Context: an optimization exercise on an open-source flow, tuned for small area, a short achievable clock period and few clock cycles per item. The choices shown serve that exercise and are no tape-out recipe. At most, simulation tests tie the RTL to the original design; equivalence was not proved. Power is estimated from default activity; no workload was simulated.

## harbor
==> flow/design.v (excerpt) <==
module dds_freq_scaler (
    input  wire        clk,
    input  wire        rst,                 
    input  wire        in_valid,
    output wire        in_ready,
    input  wire [47:0] in_q,
    input  wire [31:0] in_ref,
    output wire        out_valid,
    input  wire        out_ready,
    output wire [27:0] out_word,
    output reg  [1:0]  out_err
);
Size: about 600 cells after synthesis, roughly 110 flip-flops, about 5800 µm² of cells after synthesis.
export LEC_CHECK = 0
export CAP_MARGIN = 20
export CORE_MARGIN = 2
export CORE_UTILIZATION = 60
export CTS_BUF_LIST = sky130_fd_sc_hd__clkbuf_4 sky130_fd_sc_hd__clkbuf_8
export SLEW_MARGIN = 20
create_clock -name core_clock -period 10.0 [get_ports {clk}]
standard.sh (not shown) runs the stock make flow with config.mk's settings and CLKGATE_MAP_FILE= SYNTH_SCRIPT=/design/flow/synth_recipe.tcl, a recipe that flattens the netlist after the stock synthesis.
==> flow/flow/run.sh <==
#!/bin/bash
# Standard ORFS layout (the standard.sh), with two flow knobs changed:
#  - port buffers are buf_1 cells instead of the resizer's default pick;
set -euo pipefail
export BUFFER_PORTS_ARGS="-buffer_cell sky130_fd_sc_hd__buf_1"
export SETUP_SLACK_MARGIN="${SETUP_SLACK_MARGIN_OVERRIDE:-6.9}"
bash standard.sh > standard_flow.log 2>&1
harbor went all the way through synthesis, placement and routing and the layout is clean on timing, DRC and antenna.
Inputs modified between harbor and onyx:
diff --git a/flow/design.v b/flow/design.v
--- a/flow/design.v
+++ b/flow/design.v
@@ -189,61 +189,65 @@
     assign a_c[27] = a_G4_26;
     assign a_c[28] = a_G4_27;
     assign a_c[29] = a_G4_28;
     assign a_c[30] = a_G4_29;
     assign a_c[31] = a_G4_30;
     assign a_c[32] = a_G4_31;
     assign a_c[33] = a_G5_32;
     wire [32:0] rnew  = a_p ^ a_c[32:0];
     wire        q_bit = ~rnew[32];
     wire        s0    = ~wt & (cnt == 5'd0);
     wire        s1    = ~wt & (cnt == 5'd1);
+    wire        s2    = ~wt & (cnt == 5'd2);
     wire        ss    = ~wt & (cnt[4:1] != 4'd0);
     wire        last  = (cnt == 5'd29);
-    wire        free  = ~outv | out_ready;      
-    wire        shift = ss | (s1 & ~bad & free);
-    wire        ld    = (s0 & ~ldv) | (s1 & ~bad & ~free) | (ss & last) | (wt & free);
-    wire        done  = (s0 & fin) | (wt & free);
+    wire        stall = s2 & outv;              
+    wire        shift = ss & ~stall;
+    wire        ld    = (s0 & ~ldv) | stall | (ss & last) | (wt & ~outv);
+    wire        done  = (s0 & fin) | (wt & ~outv);
     wire [27:0] a     = sr[28:1];
     wire        rnd   = sr[0];
     wire        ref0  = (r == 32'd0);
     wire [15:0] qlo   = in_q[15:0];
     assign in_ready  = inr;
     assign out_valid = outv;
     assign out_word  = sr[28:1];
     always @(posedge clk) begin
         if (rst) begin
             cnt  <= 5'd0;
             ldv  <= 1'b0;
             fin  <= 1'b0;
             wt   <= 1'b0;
             outv <= 1'b0;
             inr  <= 1'b0;
         end else begin
             cnt  <= ld ? 5'd0 : cnt + 5'd1;
             if (ld)
                 ldv <= in_valid & ~inr;
             fin  <= ss & last;
-            wt   <= (s1 & bad) | (wt & ~free);
+            wt   <= (s1 & bad) | (wt & outv);
             outv <= done | (outv & ~out_ready);
             inr  <= (s0 & ldv & (rem_sg | q_bit)) | (ss & (cnt == 5'd15));
         end
     end
     always @(posedge clk) begin
         rem    <= ld ? {3'b000, in_q[46:17]} : rnew;
         rem_sg <= ld ? in_q[47] : rnew[32];
         if (ld)
             xr <= in_q[16];
         else
             xr <= ~cnt[4] & qlo[~cnt[3:0]];      
         if (ld)
             r <= in_ref;
         if (s0)
             bad <= rem_sg | q_bit;
         if (shift)
             sr <= {sr[27:0], q_bit};
-        else                                
-            sr[28:1] <= (wt & free) ? 28'd0 : a + {27'd0, fin & rnd};
+        else begin                          
+            sr[28:1] <= (wt & ~outv) ? 28'd0 : a + {27'd0, fin & rnd};
+            if (s1)
+                sr[0] <= q_bit;
+        end
         if (done)
             out_err <= wt ? {ref0, ~ref0} : {1'b0, &a & rnd};
     end
 endmodule
## What came out
- For the global-route track usage on met3, onyx came in 0.26 points lower than harbor did.
- Looking at highest fanout seen on the critical path, onyx sits 6 below harbor.
- Summary of the comparison: utilization is lower in onyx, relative to harbor.
- onyx gives less global-route total usage across every layer than harbor did.
- [compare] base=harbor new=onyx: setup slack up 0.0053 ns, sequential share of layout area increased 0.45 points, met3 layer wire length in the routed design lower, via count rose 163.
- Looking at post-synthesis cell count, onyx sits above harbor.
- Taking harbor as the reference point, the number of cells after detailed placement of onyx rises by 5.5%.
- Comparing harbor and onyx, the higher cell area after layout was measured on harbor.
- Having completed the whole flow, onyx delivered a layout that passed the timing, design-rule and antenna checks.
- What harbor reported for count of fill cells added during filler insertion has to be multiplied by 1.11 to get the figure for onyx.
Testbench counts of onyx, summed over its fixed seeds: cycles 69,998, items 2,400.
Function not checked in harbor: the RTL went through the layout flow alone.

* * *

Another version of the RTL of dds_freq_scaler (not shown whole).
Size: about 620 cells after synthesis, about 120 I/O pins.
Settings: LEC_CHECK=0, CAP_MARGIN=20, CORE_MARGIN=2, CORE_UTILIZATION=50, CTS_BUF_LIST=sky130_fd_sc_hd__clkbuf_4 sky130_fd_sc_hd__clkbuf_8, SLEW_MARGIN=20; clock period 10.0 ns.
==> flow/flow/run.sh <==
#!/bin/bash
# Standard ORFS layout (the standard.sh), with two flow knobs changed:
#  - port buffers are buf_1 cells instead of the resizer's default pick;
set -euo pipefail
export BUFFER_PORTS_ARGS="-buffer_cell sky130_fd_sc_hd__buf_1"
export SETUP_SLACK_MARGIN="${SETUP_SLACK_MARGIN_OVERRIDE:-7.0}"
bash standard.sh > standard_flow.log 2>&1
Testbench counts at the start, summed over its fixed seeds: cycles 69,998, items 2,400.
Then changed:
--- a/flow/design.v
+++ b/flow/design.v
@@ -10,33 +10,31 @@
     output wire [27:0] out_word,
     output reg  [1:0]  out_err
 );
     reg  [4:0]  cnt;                        
     reg         ldv;                        
     reg         fin;                        
     reg         wt;                         
     reg         outv;                       
     reg         inr;                        
     reg  [31:0] r;                          
     reg  [32:0] rem;                        
     reg         rem_sg;                     
-    reg         sub_l;                      
-    reg         sub_u;                      
     reg  [28:0] sr;                         
     reg         xr;                         
     reg         bad;                        
     wire        sub   = ~rem[32];
     wire        sub_h = ~rem_sg;
     wire [32:0] t     = {rem[31:0], xr};
-    wire [32:0] a_b   = {{8{sub_u}}, {8{sub_h}}, {9{sub_l}}, {8{sub}}} ^ {1'b0, r};
+    wire [32:0] a_b   = {{17{sub_h}}, {16{sub}}} ^ {1'b0, r};
     wire [32:0] a_p   = t ^ a_b;
     wire [32:0] a_g   = {t[32:1] & a_b[32:1], (t[0] & a_b[0]) | (a_p[0] & sub)};
     wire [33:0] a_c;
     assign a_c[0] = sub;
     wire a_G0_1 = a_g[1] | (a_p[1] & a_g[0]);
     wire a_G0_3 = a_g[3] | (a_p[3] & a_g[2]);
     wire a_P0_3 = a_p[3] & a_p[2];
     wire a_G0_5 = a_g[5] | (a_p[5] & a_g[4]);
     wire a_P0_5 = a_p[5] & a_p[4];
     wire a_G0_7 = a_g[7] | (a_p[7] & a_g[6]);
     wire a_P0_7 = a_p[7] & a_p[6];
     wire a_G0_9 = a_g[9] | (a_p[9] & a_g[8]);
@@ -225,26 +223,24 @@
             cnt  <= ld ? 5'd0 : cnt + 5'd1;
             if (ld)
                 ldv <= in_valid & ~inr;
             fin  <= ss & last;
             wt   <= (s1 & bad) | (wt & outv);
             outv <= done | (outv & ~out_ready);
             inr  <= (s0 & ldv & (rem_sg | q_bit)) | (ss & (cnt == 5'd15));
         end
     end
     always @(posedge clk) begin
         rem    <= ld ? {3'b000, in_q[46:17]} : rnew;
         rem_sg <= ld ? in_q[47] : rnew[32];
-        sub_l  <= ld ? 1'b1 : ~rnew[32];
-        sub_u  <= ld ? ~in_q[47] : ~rnew[32];
         if (ld)
             xr <= in_q[16];
         else
             xr <= ~cnt[4] & qlo[~cnt[3:0]];      
         if (ld)
             r <= in_ref;
         if (s0)
             bad <= rem_sg | q_bit;
         if (shift)
             sr <= {sr[27:0], q_bit};
         else begin                          
             sr[28:1] <= (wt & ~outv) ? 28'd0 : a + {27'd0, fin & rnd};
Outcome: The new run ran to the end with no violations. Final area increases by 1.9%. Flip-flop and latch count is lower by 2. Fmax barely changes. Power went up by 4.3%. Via count rises by 1.1%. Routed wire length is higher by 0.82%. Non-clock buffer count goes up by 16. Die area drops by 1.1%.
Testbench counts after the change, summed over its fixed seeds: cycles 69,998, items 2,400.

* * *

dds_freq_scaler, a different RTL version from the one above (not shown whole).
For scale: about 620 cells after synthesis, roughly 110 flip-flops, roughly 120 I/O pins.
export LEC_CHECK = 0
export CAP_MARGIN = 20
export CORE_MARGIN = 2
export CORE_UTILIZATION = 60
export CTS_BUF_LIST = sky130_fd_sc_hd__clkbuf_4 sky130_fd_sc_hd__clkbuf_8
export SLEW_MARGIN = 20
create_clock -name core_clock -period 10.0 [get_ports {clk}]
==> flow/flow/run.sh <==
#!/bin/bash
# Standard ORFS layout (the standard.sh), with two flow knobs changed:
#  - port buffers are buf_1 cells instead of the resizer's default pick;
set -euo pipefail
export BUFFER_PORTS_ARGS="-buffer_cell sky130_fd_sc_hd__buf_1"
export SETUP_SLACK_MARGIN="${SETUP_SLACK_MARGIN_OVERRIDE:-6.8}"
bash standard.sh > standard_flow.log 2>&1
Then changed:
--- a/flow/design.v
+++ b/flow/design.v
@@ -14,17 +14,19 @@
     reg         busy;                       
     reg         fin;                        
     reg         outv;                       
     reg  [4:0]  cnt;
     reg  [31:0] r;                          
     reg  [32:0] rem;                        
+    reg         rem_sg;                     
     reg  [28:0] sr;                         
     reg         bad;                        
     wire        sub   = ~rem[32];
+    wire        sub_h = ~rem_sg;
     wire [32:0] t     = {rem[31:0], sr[28]};
-    wire [32:0] a_b   = {33{sub}} ^ {1'b0, r};
+    wire [32:0] a_b   = {{17{sub_h}}, {16{sub}}} ^ {1'b0, r};
     wire [32:0] a_p   = t ^ a_b;
     wire [32:0] a_g   = {t[32:1] & a_b[32:1], (t[0] & a_b[0]) | (a_p[0] & sub)};
     wire [33:0] a_c;
     assign a_c[0] = sub;
     wire a_G0_1 = a_g[1] | (a_p[1] & a_g[0]);
     wire a_G0_3 = a_g[3] | (a_p[3] & a_g[2]);
@@ -188,17 +190,19 @@
     assign a_c[30] = a_G4_29;
     assign a_c[31] = a_G4_30;
     assign a_c[32] = a_G4_31;
     assign a_c[33] = a_G5_32;
     wire [32:0] rnew  = a_p ^ a_c[32:0];
     wire        q_bit = ~rnew[32];
-    wire        first = (cnt == 5'd0);
+    wire        second = (cnt == 5'd1);
     wire        last  = (cnt == 5'd29);
+    wire        stop  = bad | sr[0];        
     wire [27:0] a     = sr[28:1];
     wire        rnd   = sr[0];
     wire        ref0  = (r == 32'd0);
+    wire        ld    = ~(busy | fin | outv);    
     assign in_ready  = idle;
     assign out_valid = outv;
     assign out_word  = sr[28:1];
     always @(posedge clk) begin
         if (rst) begin
             idle <= 1'b1;
@@ -207,13 +211,13 @@
             outv <= 1'b0;
         end else begin
             if (idle && in_valid) begin
                 idle <= 1'b0;
                 busy <= 1'b1;
             end
-            if (busy && (last || (first && (bad || q_bit)))) begin
+            if (busy && (last || (second && stop))) begin
                 busy <= 1'b0;
                 fin  <= 1'b1;
             end
             if (fin) begin
                 fin  <= 1'b0;
                 outv <= 1'b1;
@@ -222,21 +226,22 @@
                 outv <= 1'b0;
                 idle <= 1'b1;
             end
         end
     end
     always @(posedge clk) begin
-        cnt <= idle ? 5'd0 : cnt + 5'd1;
-        rem <= idle ? {3'b000, in_q[46:17]} : rnew;
-        if (idle) begin
-            r   <= in_ref;
+        cnt    <= busy ? cnt + 5'd1 : 5'd0;
+        rem    <= busy ? rnew : {3'b000, in_q[46:17]};
+        rem_sg <= busy ? rnew[32] : in_q[47];
+        if (!busy)
+            r  <= in_ref;
+        if (ld)
             bad <= in_q[47];
-        end else if (busy && first) begin
-            bad <= bad | q_bit;
-        end
-        if (idle)
+        else if (busy && second)
+            bad <= stop;
+        if (ld)
             sr <= {in_q[16:0], 12'd0};
         else if (busy)
             sr <= {sr[27:0], q_bit};
         else                                
             sr[28:1] <= (fin & bad) ? 28'd0 : a + {27'd0, fin & rnd};
         if (fin) begin
After rerunning: Core utilization went down by 1.3 points. Final cell count shrinks by 8.6%. Total power fell by 3.2%. Worst setup slack gets better by 30 ps. Final area shrinks by 3.6%. Critical path depth goes up by 10. Worst hold slack degrades by 41 ps.
Testbench counts after the change, summed over its fixed seeds: cycles 77,100, items 2,400.
For the first run of this note, only the layout was checked, not whether the RTL still works.

* * *

RTL: one of the versions met above, not the one the previous note started from.
For scale: ~620 cells after synthesis, roughly 110 flip-flops, about 6100 um2 of cells after synthesis.
export LEC_CHECK = 0
export CAP_MARGIN = 20
export CORE_MARGIN = 2
export CORE_UTILIZATION = 60
export CTS_BUF_LIST = sky130_fd_sc_hd__clkbuf_4 sky130_fd_sc_hd__clkbuf_8
export SLEW_MARGIN = 20
create_clock -name core_clock -period 10.0 [get_ports {clk}]
==> flow/flow/run.sh <==
#!/bin/bash
# Standard ORFS layout (the standard.sh), with two flow knobs changed:
#  - port buffers are buf_1 cells instead of the resizer's default pick;
set -euo pipefail
export BUFFER_PORTS_ARGS="-buffer_cell sky130_fd_sc_hd__buf_1"
export SETUP_SLACK_MARGIN="${SETUP_SLACK_MARGIN_OVERRIDE:-7.0}"
bash standard.sh > standard_flow.log 2>&1
Testbench counts at the start, summed over its fixed seeds: cycles 69,998, items 2,400.
==> next run, changes <==
--- a/flow/design.v
+++ b/flow/design.v
@@ -11,31 +11,29 @@
     output reg  [1:0]  out_err
 );
     reg  [4:0]  cnt;                        
     reg         ldv;                        
     reg         fin;                        
     reg         wt;                         
     reg         outv;                       
     reg         inr;                        
     reg  [31:0] r;                          
     reg  [32:0] rem;                        
     reg         rem_sg;                     
-    reg         sub_l;                      
-    reg         sub_u;                      
     reg  [28:0] sr;                         
     reg         xr;                         
     reg         bad;                        
     wire        sub   = ~rem[32];
     wire        sub_h = ~rem_sg;
     wire [32:0] t     = {rem[31:0], xr};
-    wire [32:0] a_b   = {{8{sub_u}}, {8{sub_h}}, {9{sub_l}}, {8{sub}}} ^ {1'b0, r};
+    wire [32:0] a_b   = {{17{sub_h}}, {16{sub}}} ^ {1'b0, r};
     wire [32:0] a_p   = t ^ a_b;
     wire [32:0] a_g   = {t[32:1] & a_b[32:1], (t[0] & a_b[0]) | (a_p[0] & sub)};
     wire [33:0] a_c;
     assign a_c[0] = sub;
     wire a_G0_1 = a_g[1] | (a_p[1] & a_g[0]);
     wire a_G0_3 = a_g[3] | (a_p[3] & a_g[2]);
     wire a_P0_3 = a_p[3] & a_p[2];
     wire a_G0_5 = a_g[5] | (a_p[5] & a_g[4]);
     wire a_P0_5 = a_p[5] & a_p[4];
     wire a_G0_7 = a_g[7] | (a_p[7] & a_g[6]);
     wire a_P0_7 = a_p[7] & a_p[6];
@@ -226,24 +224,22 @@
             if (ld)
                 ldv <= in_valid & ~inr;
             fin  <= ss & last;
             wt   <= (s1 & bad) | (wt & outv);
             outv <= done | (outv & ~out_ready);
             inr  <= (s0 & ldv & (rem_sg | q_bit)) | (ss & (cnt == 5'd15));
         end
     end
     always @(posedge clk) begin
         rem    <= ld ? {3'b000, in_q[46:17]} : rnew;
         rem_sg <= ld ? in_q[47] : rnew[32];
-        sub_l  <= ld ? 1'b1 : ~rnew[32];
-        sub_u  <= ld ? ~in_q[47] : ~rnew[32];
         if (ld)
             xr <= in_q[16];
         else
             xr <= ~cnt[4] & qlo[~cnt[3:0]];      
         if (ld)
             r <= in_ref;
         if (s0)
             bad <= rem_sg | q_bit;
         if (shift)
             sr <= {sr[27:0], q_bit};
         else begin                          
Outcome: Worst setup slack degrades by 0.012 ns. Total power increases slightly. Global-route usage shrinks by 0.22 points. Sequential share of layout area is about the same. Clock power climbs by a few percent.
Testbench counts after the change, summed over its fixed seeds: cycles 69,998, items 2,400.

-- separate check: timing with driven ports --
Ports are ideal in the flow. The routed layouts listed here were re-timed in OpenROAD. Step 1: set_driving_cell puts a clkbuf_16 on clk and a buf_2 on each other input, an assumption about the parent block. Step 2 moves the port delays by t, midway between the first and last clock arrival at a register: inputs arrive t later, outputs are due t later. That takes back most of the time a late clock gives input paths. Slacks: ideal ports / drivers / drivers and shift; pairs: ideal ports / drivers.
run | t, ns | setup WS [ns] | latest minus earliest clock arrival (ns) | worst data-port slew with drivers (ns)
harbor | 0.419 | 6.946 / 6.945 / 6.539 | 0.016 / 0.016 | 0.06
onyx | 0.417 | 6.952 / 6.918 / 6.678 | 0.015 / 0.015 | 0.03
the first run of note 2 | 0.411 | 7.047 / 7.012 / 6.709 | 0.012 / 0.012 | 0.04
the second run of note 2 | 0.429 | 7.048 / 7.013 / 6.710 | 0.014 / 0.014 | 0.04
the first run of note 3 | 0.404 | 6.889 / 6.853 / 6.989 | 0.013 / 0.014 | 0.04
the second run of note 3 | 0.411 | 6.918 / 6.895 / 6.918 | 0.016 / 0.016 | 0.04
the first run of note 4 | 0.394 | 7.039 / 7.006 / 6.665 | 0.009 / 0.010 | 0.04
the second run of note 4 | 0.415 | 7.028 / 6.996 / 6.696 | 0.011 / 0.012 | 0.04
After both steps every run listed still meets setup and hold. The setup slack of harbor, which loses most, moves by -0.001 ns with the drivers and by -0.407 ns with both steps.
